Background: an optimization exercise with open tools, aiming at a short achievable clock period and few clock cycles. Do not read the settings as production practice. RTL that was checked went through simulation tests only; none was proved equivalent to the original. No driver is modelled on the clock port, so clock power and skew are understated where the tree is cut down; a real chip needs a root buffer or a tree. Power and IR drop assume default switching activity.

==> inputs of 01-27 <==
Design segcodec, start of the top module:
module segcodec (
    input             clk,
    input             rst,
    input             h_req,
    input             h_we,
    input      [1:0]  h_size,     
    input      [12:0] h_addr,
    input      [31:0] h_wdata,
    output            h_done,
    output reg        h_err,
    output reg [31:0] h_rdata,
    output reg        mem_en,
    output reg        mem_we,
    output reg [3:0]  mem_be,
    output reg [8:0]  mem_addr,
    output reg [31:0] mem_wdata,
    input      [31:0] mem_rdata
);
Settings: LEC_CHECK=0, ABC_CLOCK_PERIOD_IN_PS=2000, CAP_MARGIN=20, CORE_MARGIN=2, CORE_UTILIZATION=40, SETUP_SLACK_MARGIN=4.0, SLEW_MARGIN=20, TNS_END_PERCENT=100; clock period 6.0 ns.
run.sh (not shown) runs the stock make flow with config.mk's settings and CLKGATE_MAP_FILE= SYNTH_SCRIPT=/design/flow/synth_recipe.tcl, a recipe that flattens the netlist after the stock synthesis.
==> inputs of 08-09, as changes to 01-27 <==
--- a/flow/design.v
+++ b/flow/design.v
@@ -147,11 +147,11 @@
     reg [3:0]  lm;           
     reg [3:0]  m0;           
     reg [8:0]  ps;           
     reg [3:0]  pbe;          
     reg [3:0]  csbe;         
-    reg        s_fin;        
+    reg        dec_fin;      
     wire [3:0] wop    = q_wdata[3:0];
     wire       cmd_ok = (wop == OP_ENCODE && !enc_bad) || (wop == OP_DECODE && rx_ok) ||
                         (wop == OP_CSUM && !cs_bad);
     wire       run    = s_busy || (s_cmd && cmd_ok);
     reg [3:0]  m_a, m_d;     
@@ -173,12 +173,11 @@
     wire [15:0] u      = t_q[15:0] + {15'd0, t_q[16]};
     wire [15:0] f2     = !nz_t ? 16'd0 : (t_q == 17'd0) ? 16'hFFFF : u;
     wire [15:0] csum_v = ~f2;
     wire [3:0] rd_mask = (na == ra_end) ? lm : 4'b1111;
     wire [3:0] pad_be  = ((na == ps) ? pbe : 4'b1111) & ((na == LAST_WORD) ? 4'b1100 : 4'b1111);
-    wire       fin_ok  = (ph == P_WAIT) && !r0 && !r1 && !(r2 && e_enc);
-    wire       csum_z  = nz_t && (t_q == 17'h00000 || t_q == 17'h0FFFF || t_q == 17'h1FFFE);
+    wire       fin_ok  = (ph == P_WAIT) && !r0 && !r1 && !r2;
     reg        x_en, x_we;
     reg [8:0]  x_addr;
     reg [3:0]  x_be;
     reg [31:0] x_wdata;
     reg [3:0]  x_m;
@@ -323,11 +322,11 @@
             s_frd1    <= 1'b0;
             s_frd2    <= 1'b0;
             s_busy    <= 1'b0;
             h_err     <= 1'b0;
             mem_en    <= 1'b0;
-            s_fin     <= 1'b0;
+            dec_fin   <= 1'b0;
             st_err    <= 1'b0;
             st_valid  <= 1'b0;
             st_cause  <= C_NONE;
             st_lastop <= 4'd0;
             v_tx      <= 1'b0;
@@ -340,11 +339,11 @@
             s_cmd   <= go && is_cmdw;
             s_regw  <= go && is_reg && h_we && !is_cmdw;
             s_frd1  <= go && is_frame && !h_we;
             h_err   <= s_idle && !(is_reg || is_frame);
             mem_en  <= s_idle ? (go && (is_frame || is_cmdw)) : x_en;
-            s_fin   <= 1'b0;
+            dec_fin <= 1'b0;
             if (go) s_idle <= 1'b0;
             if (s_done) s_idle <= 1'b1;
             if (s_regw) begin
                 case (q_reg)
                     3'd2: v_tx  <= 1'b1;
@@ -375,32 +374,32 @@
                         endcase
                     end
                 end
             end
             if (s_busy && fin_ok) begin
-                s_busy <= 1'b0;
-                s_done <= 1'b1;
-                s_fin  <= 1'b1;
-            end
-            if (s_fin) begin
+                s_busy    <= 1'b0;
+                s_done    <= 1'b1;
                 v_cs      <= 1'b1;
                 st_lastop <= e_enc ? OP_ENCODE : e_dec ? OP_DECODE : OP_CSUM;
                 st_err    <= 1'b0;
                 st_valid  <= 1'b0;
                 st_cause  <= C_NONE;
-                if (e_dec) begin
-                    st_err <= 1'b1;
-                    v_rxh  <= 1'b0;
-                    if (!csum_z) begin
-                        st_cause <= C_BAD_CSUM;
-                    end else if (hdr_cap[31:30] != 2'b01) begin
-                        st_cause <= C_BAD_VERSION;
-                    end else begin
-                        st_err   <= 1'b0;
-                        st_valid <= 1'b1;
-                        v_rxh    <= 1'b1;
-                    end
+                dec_fin   <= e_dec;
+            end
+            if (dec_fin) begin
+                st_valid  <= 1'b0;
+                st_err    <= 1'b1;
+                v_rxh     <= 1'b0;
+                if (csum_r != 16'd0) begin
+                    st_cause <= C_BAD_CSUM;
+                end else if (hdr_cap[31:30] != 2'b01) begin
+                    st_cause <= C_BAD_VERSION;
+                end else begin
+                    st_cause <= C_NONE;
+                    st_err   <= 1'b0;
+                    st_valid <= 1'b1;
+                    v_rxh    <= 1'b1;
                 end
             end
         end
     end
     always @(posedge clk) begin
@@ -410,12 +409,12 @@
             tx_seq   <= q_wdata[13:8];
             tx_ackn  <= q_wdata[5:0];
         end
         if (s_regw && q_reg == 3'd5) rx_size <= q_wdata[15:0];
         if (s_regw && q_reg == 3'd6) cs_len  <= q_wdata[15:0];
-        if (s_fin) csum_r <= csum_v;
-        if (s_fin && e_dec) begin
+        if (s_busy && fin_ok) csum_r <= csum_v;
+        if (dec_fin) begin
             rx_hdr <= hdr_cap;
             plen   <= (hdr_cap[26:16] > MAX_PAYLOAD) ? MAX_PAYLOAD : hdr_cap[26:16];
         end
     end
 endmodule
==> flow/config.mk (replaced) <==
export PLATFORM = sky130hd
export DESIGN_NAME = segcodec
export DESIGN_NICKNAME = segcodec
export VERILOG_FILES = /design/flow/design.v
export SDC_FILE = /design/flow/constraint.sdc
export NUM_CORES = 4
export LEC_CHECK = 0
export ABC_CLOCK_PERIOD_IN_PS = 1500
export CAP_MARGIN = 20
export CORE_MARGIN = 2
export CORE_UTILIZATION = 60
export SETUP_SLACK_MARGIN = 4.5
export SLEW_MARGIN = 20
export TNS_END_PERCENT = 100
==> run_results.csv <==
group,metric,value,unit
yosys,synth-compound-area-share,14.4,%
clock_tree,cts.repair.resized,1058,
run_status,status,"no timing/DRC/antenna violations",
cells_and_area,seqCellArea,11300,um2
yosys,synth_fa_ha_area_share,5.71,%
route,dr_wl_met2,37700,um
(the above is from 08-09)
==> run_results.csv <==
group,metric,value,unit
cells_and_area,seqCellArea,11200,um2
clock_tree,cts.repair.resized,734,
yosys,synth_fa_ha_area_share,5.88,%
route,dr_wl_met2,28300,um
run_status,status,"no timing/DRC/antenna violations",
(the above is from 01-27)
Testbench counts of 01-27, summed over its fixed seeds: cycles 131,844.
For 08-09, only the layout was checked, not whether the RTL still works.

========
==> inputs of run C <==
Another version of the RTL of segcodec (not shown whole).
export LEC_CHECK = 0
export ABC_CLOCK_PERIOD_IN_PS = 2000
export CAP_MARGIN = 20
export CORE_MARGIN = 2
export CORE_UTILIZATION = 40
export SETUP_SLACK_MARGIN = 4.3
export SLEW_MARGIN = 20
export TNS_END_PERCENT = 100
create_clock -name core_clock -period 6.0 [get_ports {clk}]
standard.sh (not shown) runs the stock make flow with config.mk's settings and CLKGATE_MAP_FILE= SYNTH_SCRIPT=/design/flow/synth_recipe.tcl, a recipe that flattens the netlist after the stock synthesis.
==> flow/flow/run.sh <==
#!/bin/bash
# The standard layout, except that the clock tree is built by flow/pre_cts.tcl:
# the clock port drives 4 root buffers, each of which drives the
# leaf buffers nearest to it; each leaf buffer drives a cluster of about
# 20 flip-flops. Two buffers from the port to every flip-flop.
set -euo pipefail
here=$(pwd)
export PRE_CTS_TCL=$here/flow/pre_cts.tcl
# Sizing may change a cell's footprint (the platform sets MATCH_CELL_FOOTPRINT=1,
# which keeps the port buffers as the slow cells they start as).
bash standard.sh MATCH_CELL_FOOTPRINT=0 finish > standard.log 2>&1
Other scripts of this flow, unchanged in this note and not shown: flow/flow/pre_cts.tcl
==> run Z: changes against run C <==
--- a/flow/design.v
+++ b/flow/design.v
@@ -43,18 +43,25 @@
     reg        s_idle;      
     reg        s_done;      
     reg        s_gap;       
     reg        s_cmd;       
     reg        s_ref;       
+    reg        q_nop;       
+    reg [3:0]  q_cause;     
     reg        s_regw;      
     reg        s_frd1;      
     reg        r_rng;       
     reg        s_fwr1;      
     reg        s_err1;      
+    reg        q_rng;       
+    reg [8:0]  q_faddr;     
+    reg [3:0]  q_fbe;       
     reg        s_frd2;      
     reg        s_run;       
     reg [1:0]  fsel;        
+    reg [2:0]  q_reg;       
+    reg [31:0] q_wdata;     
     assign h_done = s_done;
     reg        i_req, i_we;
     reg [1:0]  i_size;
     reg [12:0] i_addr;
     reg [31:0] i_wdata;
@@ -296,18 +303,23 @@
                 2'd2: h_rdata <= {24'd0, mem_rdata[15:8]};
                 default: h_rdata <= {24'd0, mem_rdata[7:0]};
             endcase
         end
         mem_we    <= s_fwr1 || (run && x_we);
-        mem_addr  <= st0 ? h_addr[10:2] : s_idle ? 9'd1 : s_fwr1 ? i_addr[10:2] : x_addr;
-        mem_be    <= s_fwr1 ? 4'b1000 >> i_addr[1:0] : x_be;
-        mem_wdata <= s_fwr1 ? {4{i_wdata[7:0]}} : x_wdata;
+        mem_addr  <= st0 ? h_addr[10:2] : s_idle ? 9'd1 : s_fwr1 ? q_faddr : x_addr;
+        mem_be    <= s_fwr1 ? q_fbe : x_be;
+        mem_wdata <= s_fwr1 ? {4{q_wdata[7:0]}} : x_wdata;
         if (st0) begin
             fsel  <= h_addr[1:0];
             r_rng <= h_inrng;
         end
         if (s_idle) begin
+            q_reg     <= i_addr[4:2];
+            q_wdata   <= i_wdata;
+            q_rng     <= in_rng;
+            q_faddr   <= i_addr[10:2];
+            q_fbe     <= 4'b1000 >> i_addr[1:0];
             e_enc  <= i_wdata[1:0] == 2'd1;
             e_dec  <= i_wdata[1:0] == 2'd2;
             na     <= 9'd2;
             h_a    <= 1'b0;
             case (i_wdata[1:0])
@@ -391,16 +403,21 @@
         end else begin
             s_done  <= (go && is_reg && !i_we) || fw;
             s_cmd   <= go && is_cmdw;
             s_ref   <= go && is_cmdw && !cmd_ok;
             if (go && is_cmdw && cmd_ok) s_run <= 1'b1;
+            if (s_idle) begin
+                q_nop   <= wop == OP_NOP;
+                q_cause <= (wop == OP_ENCODE || wop == OP_CSUM) ? C_LEN_RANGE :
+                           (wop == OP_DECODE) ? C_BAD_SIZE : C_ILLEGAL;
+            end
             s_regw  <= fw;
             s_frd1  <= fr;
             s_fwr1  <= go && fspace && i_we;
             s_err1  <= go && !is_reg && !fspace;
-            h_err   <= !s_idle && (s_err1 || (s_fwr1 && !in_rng) || (s_frd2 && !r_rng));
-            mem_en  <= (fr && h_inrng) || (go && is_cmdw) || x_en || (s_fwr1 && in_rng);
+            h_err   <= !s_idle && (s_err1 || (s_fwr1 && !q_rng) || (s_frd2 && !r_rng));
+            mem_en  <= (fr && h_inrng) || (go && is_cmdw) || x_en || (s_fwr1 && q_rng);
             if (s_fwr1 || s_err1) s_done <= 1'b1;
             s_fin   <= 1'b0;
             if (go) s_idle <= 1'b0;
             s_gap   <= s_done;
             if (s_gap) s_idle <= 1'b1;
@@ -415,22 +432,16 @@
             end
             s_frd2 <= s_frd1;
             if (s_frd2) s_done <= 1'b1;
             if (s_ref) begin
                 s_done <= 1'b1;
-                if (i_wdata[3:0] != OP_NOP) begin
+                if (!q_nop) begin
                     st_err    <= 1'b1;
                     st_valid  <= 1'b0;
-                    st_lastop <= i_wdata[3:0];
-                    case (i_wdata[3:0])
-                        OP_ENCODE, OP_CSUM: st_cause <= C_LEN_RANGE;
-                        OP_DECODE: begin
-                            st_cause <= C_BAD_SIZE;
-                            v_rxh    <= 1'b0;
-                        end
-                        default:   st_cause <= C_ILLEGAL;
-                    endcase
+                    st_lastop <= q_wdata[3:0];
+                    st_cause  <= q_cause;
+                    if (q_cause == C_BAD_SIZE) v_rxh <= 1'b0;
                 end
             end
             if (s_run && fin_ok) begin
                 s_run  <= 1'b0;
                 s_done <= 1'b1;
--- a/flow/config.mk
+++ b/flow/config.mk
@@ -7,8 +7,8 @@
 export LEC_CHECK = 0
 export ABC_CLOCK_PERIOD_IN_PS = 2000
 export CAP_MARGIN = 20
 export CORE_MARGIN = 2
 export CORE_UTILIZATION = 40
-export SETUP_SLACK_MARGIN = 4.3
+export SETUP_SLACK_MARGIN = 4.6
 export SLEW_MARGIN = 20
 export TNS_END_PERCENT = 100
==> run M: changes against run C <==
--- a/flow/design.v
+++ b/flow/design.v
@@ -43,18 +43,25 @@
     reg        s_idle;      
     reg        s_done;      
     reg        s_gap;       
     reg        s_cmd;       
     reg        s_ref;       
+    reg        q_nop;       
+    reg [3:0]  q_cause;     
     reg        s_regw;      
     reg        s_frd1;      
     reg        r_rng;       
     reg        s_fwr1;      
     reg        s_err1;      
+    reg        q_rng;       
+    reg [8:0]  q_faddr;     
+    reg [3:0]  q_fbe;       
     reg        s_frd2;      
     reg        s_run;       
     reg [1:0]  fsel;        
+    reg [2:0]  q_reg;       
+    reg [31:0] q_wdata;     
     assign h_done = s_done;
     reg        i_req, i_we;
     reg [1:0]  i_size;
     reg [12:0] i_addr;
     reg [31:0] i_wdata;
@@ -296,18 +303,23 @@
                 2'd2: h_rdata <= {24'd0, mem_rdata[15:8]};
                 default: h_rdata <= {24'd0, mem_rdata[7:0]};
             endcase
         end
         mem_we    <= s_fwr1 || (run && x_we);
-        mem_addr  <= st0 ? h_addr[10:2] : s_idle ? 9'd1 : s_fwr1 ? i_addr[10:2] : x_addr;
-        mem_be    <= s_fwr1 ? 4'b1000 >> i_addr[1:0] : x_be;
-        mem_wdata <= s_fwr1 ? {4{i_wdata[7:0]}} : x_wdata;
+        mem_addr  <= st0 ? h_addr[10:2] : s_idle ? 9'd1 : s_fwr1 ? q_faddr : x_addr;
+        mem_be    <= s_fwr1 ? q_fbe : x_be;
+        mem_wdata <= s_fwr1 ? {4{q_wdata[7:0]}} : x_wdata;
         if (st0) begin
             fsel  <= h_addr[1:0];
             r_rng <= h_inrng;
         end
         if (s_idle) begin
+            q_reg     <= i_addr[4:2];
+            q_wdata   <= i_wdata;
+            q_rng     <= in_rng;
+            q_faddr   <= i_addr[10:2];
+            q_fbe     <= 4'b1000 >> i_addr[1:0];
             e_enc  <= i_wdata[1:0] == 2'd1;
             e_dec  <= i_wdata[1:0] == 2'd2;
             na     <= 9'd2;
             h_a    <= 1'b0;
             case (i_wdata[1:0])
@@ -391,16 +403,21 @@
         end else begin
             s_done  <= (go && is_reg && !i_we) || fw;
             s_cmd   <= go && is_cmdw;
             s_ref   <= go && is_cmdw && !cmd_ok;
             if (go && is_cmdw && cmd_ok) s_run <= 1'b1;
+            if (s_idle) begin
+                q_nop   <= wop == OP_NOP;
+                q_cause <= (wop == OP_ENCODE || wop == OP_CSUM) ? C_LEN_RANGE :
+                           (wop == OP_DECODE) ? C_BAD_SIZE : C_ILLEGAL;
+            end
             s_regw  <= fw;
             s_frd1  <= fr;
             s_fwr1  <= go && fspace && i_we;
             s_err1  <= go && !is_reg && !fspace;
-            h_err   <= !s_idle && (s_err1 || (s_fwr1 && !in_rng) || (s_frd2 && !r_rng));
-            mem_en  <= (fr && h_inrng) || (go && is_cmdw) || x_en || (s_fwr1 && in_rng);
+            h_err   <= !s_idle && (s_err1 || (s_fwr1 && !q_rng) || (s_frd2 && !r_rng));
+            mem_en  <= (fr && h_inrng) || (go && is_cmdw) || x_en || (s_fwr1 && q_rng);
             if (s_fwr1 || s_err1) s_done <= 1'b1;
             s_fin   <= 1'b0;
             if (go) s_idle <= 1'b0;
             s_gap   <= s_done;
             if (s_gap) s_idle <= 1'b1;
@@ -415,22 +432,16 @@
             end
             s_frd2 <= s_frd1;
             if (s_frd2) s_done <= 1'b1;
             if (s_ref) begin
                 s_done <= 1'b1;
-                if (i_wdata[3:0] != OP_NOP) begin
+                if (!q_nop) begin
                     st_err    <= 1'b1;
                     st_valid  <= 1'b0;
-                    st_lastop <= i_wdata[3:0];
-                    case (i_wdata[3:0])
-                        OP_ENCODE, OP_CSUM: st_cause <= C_LEN_RANGE;
-                        OP_DECODE: begin
-                            st_cause <= C_BAD_SIZE;
-                            v_rxh    <= 1'b0;
-                        end
-                        default:   st_cause <= C_ILLEGAL;
-                    endcase
+                    st_lastop <= q_wdata[3:0];
+                    st_cause  <= q_cause;
+                    if (q_cause == C_BAD_SIZE) v_rxh <= 1'b0;
                 end
             end
             if (s_run && fin_ok) begin
                 s_run  <= 1'b0;
                 s_done <= 1'b1;
--- a/flow/config.mk
+++ b/flow/config.mk
@@ -6,9 +6,9 @@
 export NUM_CORES = 4
 export LEC_CHECK = 0
 export ABC_CLOCK_PERIOD_IN_PS = 2000
 export CAP_MARGIN = 20
 export CORE_MARGIN = 2
-export CORE_UTILIZATION = 40
+export CORE_UTILIZATION = 50
 export SETUP_SLACK_MARGIN = 4.3
 export SLEW_MARGIN = 20
 export TNS_END_PERCENT = 100
==> run K: changes against run C <==
--- a/flow/design.v
+++ b/flow/design.v
@@ -43,18 +43,24 @@
     reg        s_idle;      
     reg        s_done;      
     reg        s_gap;       
     reg        s_cmd;       
     reg        s_ref;       
+    reg        q_nop;       
+    reg [3:0]  q_cause;     
     reg        s_regw;      
     reg        s_frd1;      
-    reg        r_rng;       
     reg        s_fwr1;      
     reg        s_err1;      
+    reg        q_rng;       
+    reg [8:0]  q_faddr;     
+    reg [3:0]  q_fbe;       
     reg        s_frd2;      
     reg        s_run;       
     reg [1:0]  fsel;        
+    reg [2:0]  q_reg;       
+    reg [31:0] q_wdata;     
     assign h_done = s_done;
     reg        i_req, i_we;
     reg [1:0]  i_size;
     reg [12:0] i_addr;
     reg [31:0] i_wdata;
@@ -115,16 +121,16 @@
         if (rst) begin
             {enc_bad, enc_lm, enc_m1, enc_ph0, enc_ra2} <= enc_pack1(11'd0);
             {cs_bad, cs_lm, cs_m1, cs_m0, cs_ph0, cs_ra2} <= cs_pack1(16'd0);
             rx_ok <= 1'b0;
         end else if (s_regw) begin
-            if (i_addr[4:2] == 3'd2)
-                {enc_bad, enc_lm, enc_m1, enc_ph0, enc_ra2} <= enc_pack1(i_wdata[26:16]);
-            if (i_addr[4:2] == 3'd6)
-                {cs_bad, cs_lm, cs_m1, cs_m0, cs_ph0, cs_ra2} <= cs_pack1(i_wdata[15:0]);
-            if (i_addr[4:2] == 3'd5)
-                rx_ok <= i_wdata[15:0] == {5'd0, FRAME_LEN};
+            if (q_reg == 3'd2)
+                {enc_bad, enc_lm, enc_m1, enc_ph0, enc_ra2} <= enc_pack1(q_wdata[26:16]);
+            if (q_reg == 3'd6)
+                {cs_bad, cs_lm, cs_m1, cs_m0, cs_ph0, cs_ra2} <= cs_pack1(q_wdata[15:0]);
+            if (q_reg == 3'd5)
+                rx_ok <= q_wdata[15:0] == {5'd0, FRAME_LEN};
         end
     end
     reg  [10:0] len_e;
     reg  [15:0] len_c;
     wire [1:0]  enc_nr = len_e[1:0] + 2'd2;
@@ -141,15 +147,10 @@
     wire is_reg   = a_low && (i_size == 2'd2) && (i_addr[1:0] == 2'b00);
     wire fspace   = i_addr[12] && (i_size == 2'd0);
     wire in_rng   = i_addr[11:0] < {1'b0, FRAME_LEN};
     wire is_cmdw  = is_reg && i_we && (i_addr[4:2] == 3'd0);
     wire go       = s_idle && i_req;
-    wire st0      = s_gap || (s_idle && !i_req);
-    wire h_isreg  = h_addr[12:5] == 8'd0 && h_size == 2'd2 && h_addr[1:0] == 2'b00;
-    wire fw       = h_req && st0 && h_isreg && h_we && h_addr[4:2] != 3'd0;
-    wire fr       = h_req && st0 && h_addr[12] && h_size == 2'd0 && !h_we;
-    wire h_inrng  = h_addr[11:0] < {1'b0, FRAME_LEN};
     reg [31:0] reg_rdata;
     always @(*) begin
         case (i_addr[4:2])
             3'd0: reg_rdata = 32'd0;
             3'd1: reg_rdata = status;
@@ -296,18 +297,20 @@
                 2'd2: h_rdata <= {24'd0, mem_rdata[15:8]};
                 default: h_rdata <= {24'd0, mem_rdata[7:0]};
             endcase
         end
         mem_we    <= s_fwr1 || (run && x_we);
-        mem_addr  <= st0 ? h_addr[10:2] : s_idle ? 9'd1 : s_fwr1 ? i_addr[10:2] : x_addr;
-        mem_be    <= s_fwr1 ? 4'b1000 >> i_addr[1:0] : x_be;
-        mem_wdata <= s_fwr1 ? {4{i_wdata[7:0]}} : x_wdata;
-        if (st0) begin
-            fsel  <= h_addr[1:0];
-            r_rng <= h_inrng;
-        end
+        mem_be    <= s_fwr1 ? q_fbe : x_be;
+        mem_wdata <= s_fwr1 ? {4{q_wdata[7:0]}} : x_wdata;
         if (s_idle) begin
+            q_reg     <= i_addr[4:2];
+            q_wdata   <= i_wdata;
+            fsel      <= i_addr[1:0];
+            mem_addr  <= i_addr[12] ? (in_rng ? i_addr[10:2] : 9'd0) : 9'd1;
+            q_rng     <= in_rng;
+            q_faddr   <= i_addr[10:2];
+            q_fbe     <= 4'b1000 >> i_addr[1:0];
             e_enc  <= i_wdata[1:0] == 2'd1;
             e_dec  <= i_wdata[1:0] == 2'd2;
             na     <= 9'd2;
             h_a    <= 1'b0;
             case (i_wdata[1:0])
@@ -332,10 +335,11 @@
                     m0     <= cs_m0;
                     m_a    <= cs_m1;
                 end
             endcase
         end else begin
+            mem_addr  <= s_fwr1 ? q_faddr : x_addr;
             m_a       <= run ? x_m : 4'd0;
             h_a       <= run && x_h;
             if (run) begin
                 case (ph)
                     P_RD: begin
@@ -387,50 +391,48 @@
             v_rxh     <= 1'b0;
             v_cs      <= 1'b0;
             v_rxs     <= 1'b0;
             v_csl     <= 1'b0;
         end else begin
-            s_done  <= (go && is_reg && !i_we) || fw;
+            s_done  <= go && is_reg && !is_cmdw;
             s_cmd   <= go && is_cmdw;
             s_ref   <= go && is_cmdw && !cmd_ok;
             if (go && is_cmdw && cmd_ok) s_run <= 1'b1;
-            s_regw  <= fw;
-            s_frd1  <= fr;
+            if (s_idle) begin
+                q_nop   <= wop == OP_NOP;
+                q_cause <= (wop == OP_ENCODE || wop == OP_CSUM) ? C_LEN_RANGE :
+                           (wop == OP_DECODE) ? C_BAD_SIZE : C_ILLEGAL;
+            end
+            s_regw  <= go && is_reg && i_we && !is_cmdw;
+            s_frd1  <= go && fspace && !i_we;
             s_fwr1  <= go && fspace && i_we;
             s_err1  <= go && !is_reg && !fspace;
-            h_err   <= !s_idle && (s_err1 || (s_fwr1 && !in_rng) || (s_frd2 && !r_rng));
-            mem_en  <= (fr && h_inrng) || (go && is_cmdw) || x_en || (s_fwr1 && in_rng);
+            h_err   <= !s_idle && (s_err1 || ((s_fwr1 || s_frd2) && !q_rng));
+            mem_en  <= s_idle ? (go && ((fspace && !i_we) || is_cmdw)) : (x_en || (s_fwr1 && q_rng));
             if (s_fwr1 || s_err1) s_done <= 1'b1;
             s_fin   <= 1'b0;
             if (go) s_idle <= 1'b0;
             s_gap   <= s_done;
             if (s_gap) s_idle <= 1'b1;
-            if (fw || fr) s_idle <= 1'b0;
             if (s_regw) begin
-                case (i_addr[4:2])
+                case (q_reg)
                     3'd2: v_tx  <= 1'b1;
                     3'd5: v_rxs <= 1'b1;
                     3'd6: v_csl <= 1'b1;
                     default: ;   
                 endcase
             end
             s_frd2 <= s_frd1;
             if (s_frd2) s_done <= 1'b1;
             if (s_ref) begin
                 s_done <= 1'b1;
-                if (i_wdata[3:0] != OP_NOP) begin
+                if (!q_nop) begin
                     st_err    <= 1'b1;
                     st_valid  <= 1'b0;
-                    st_lastop <= i_wdata[3:0];
-                    case (i_wdata[3:0])
-                        OP_ENCODE, OP_CSUM: st_cause <= C_LEN_RANGE;
-                        OP_DECODE: begin
-                            st_cause <= C_BAD_SIZE;
-                            v_rxh    <= 1'b0;
-                        end
-                        default:   st_cause <= C_ILLEGAL;
-                    endcase
+                    st_lastop <= q_wdata[3:0];
+                    st_cause  <= q_cause;
+                    if (q_cause == C_BAD_SIZE) v_rxh <= 1'b0;
                 end
             end
             if (s_run && fin_ok) begin
                 s_run  <= 1'b0;
                 s_done <= 1'b1;
@@ -457,16 +459,16 @@
                 end
             end
         end
     end
     always @(posedge clk) begin
-        if (s_regw && i_addr[4:2] == 3'd2) begin
-            tx_flags <= i_wdata[29:27];
-            tx_len   <= i_wdata[26:16];
-            tx_seq   <= i_wdata[13:8];
-            tx_ackn  <= i_wdata[5:0];
+        if (s_regw && q_reg == 3'd2) begin
+            tx_flags <= q_wdata[29:27];
+            tx_len   <= q_wdata[26:16];
+            tx_seq   <= q_wdata[13:8];
+            tx_ackn  <= q_wdata[5:0];
         end
-        if (s_regw && i_addr[4:2] == 3'd5) rx_size <= i_wdata[15:0];
-        if (s_regw && i_addr[4:2] == 3'd6) cs_len  <= i_wdata[15:0];
+        if (s_regw && q_reg == 3'd5) rx_size <= q_wdata[15:0];
+        if (s_regw && q_reg == 3'd6) cs_len  <= q_wdata[15:0];
         if (s_fin) csum_r <= csum_v;
     end
 endmodule
--- a/flow/config.mk
+++ b/flow/config.mk
@@ -7,8 +7,8 @@
 export LEC_CHECK = 0
 export ABC_CLOCK_PERIOD_IN_PS = 2000
 export CAP_MARGIN = 20
 export CORE_MARGIN = 2
 export CORE_UTILIZATION = 40
-export SETUP_SLACK_MARGIN = 4.3
+export SETUP_SLACK_MARGIN = 4.0
 export SLEW_MARGIN = 20
 export TNS_END_PERCENT = 100
==> comparison <==
Combinational power: run C is smaller than run Z (29%).
The highest final cell count belongs to run Z, the lowest to run M.
Against run M, the synthesized area of run C is smaller by about 4.7%.
The highest global-route usage belongs to run M, the lowest to run K.
Against run C, the clock power of run K is larger by about 7%.
Clock skew, highest first: run M, run C, run Z, run K.
==> figures <==
|  | run C | run Z | run K | run M |
|---|---|---|---|---|
| Post-CTS repair timing setup buffer count | 83 | 199 | 23 | 90 |
| Overall Power | 8.727 mW | 10.14 mW | 9.226 mW | 9.410 mW |
| Multiplexer area fraction after synthesis | 2.346% | 2.182% | 2.071% | 2.182% |
| Proportion of power drawn by the clock network | 22.3% | 20.1% | 22.5% | 21.5% |
| Post-synth EDFFs | 122 | 147 | 168 | 147 |
| Synthesized area divided by synthesized cell count | 10.78 um^2 | 11.08 um^2 | 11.26 um^2 | 11.08 um^2 |
| Run status | no timing/DRC/antenna violations | no timing/DRC/antenna violations | no timing/DRC/antenna violations | no timing/DRC/antenna violations |
| Area taken by flip-flops and latches | 0.01169 mm^2 | 0.01257 mm^2 | 0.01297 mm^2 | 0.01245 mm^2 |
| Total number of sequential cells | 512 | 537 | 558 | 537 |
| Crit path launch | h_addr[9] | h_rdata[0]$_DFF_P_ | h_rdata[5]$_DFF_P_ | h_addr[1] |
| Die H | 226.7 um | 232.1 um | 234.6 um | 208.0 um |
| Relative area change from synthesis to final layout | 29.35% | 44.36% | 18.67% | 27.86% |
| # fillers | 4186 | 4058 | 4807 | 3211 |
Testbench counts of run Z, summed over its fixed seeds: cycles 133,596.
Testbench counts of run M, summed over its fixed seeds: cycles 133,596.
Testbench counts of run K, summed over its fixed seeds: cycles 134,415.
For run C, only the layout was checked, not whether the RTL still works. No run of this note takes its clock network from TritonCTS; it comes from the design's own scripts or RTL.

==> port drivers added, routing unchanged <==
The flow's constraints put no driver on any port. The routed layouts listed below were extracted and timed again, unchanged, in two steps.
Step 1 assumes that a clkbuf_16 drives the clock port and a buf_2 every other input.
Step 2 also shifts input and output timing later by t, the mid clock arrival at the registers, as if the neighbouring blocks saw the same clock.
Slacks: no drivers / after step 1 / after step 2; pairs: no drivers / after step 1.
run | shift t [ns] | slack for setup (ns) | cell pins on the clock port's net
01-27 | 0.657 | 3.636 / 3.636 / 3.103 | 1
08-09 | 0.629 | 3.282 / 3.282 / 2.967 | 1
run C | 0.470 | 3.928 / 3.859 / 3.548 | 4
run Z | 0.469 | 3.958 / 3.838 / 3.574 | 4
run M | 0.462 | 3.925 / 3.857 / 3.540 | 4
run K | 0.476 | 3.948 / 3.826 / 3.669 | 4
After both steps setup and hold are still met in every run listed. For 01-27, which loses most, drivers alone change the setup slack by 0.000 ns; drivers and shift together by -0.533 ns.
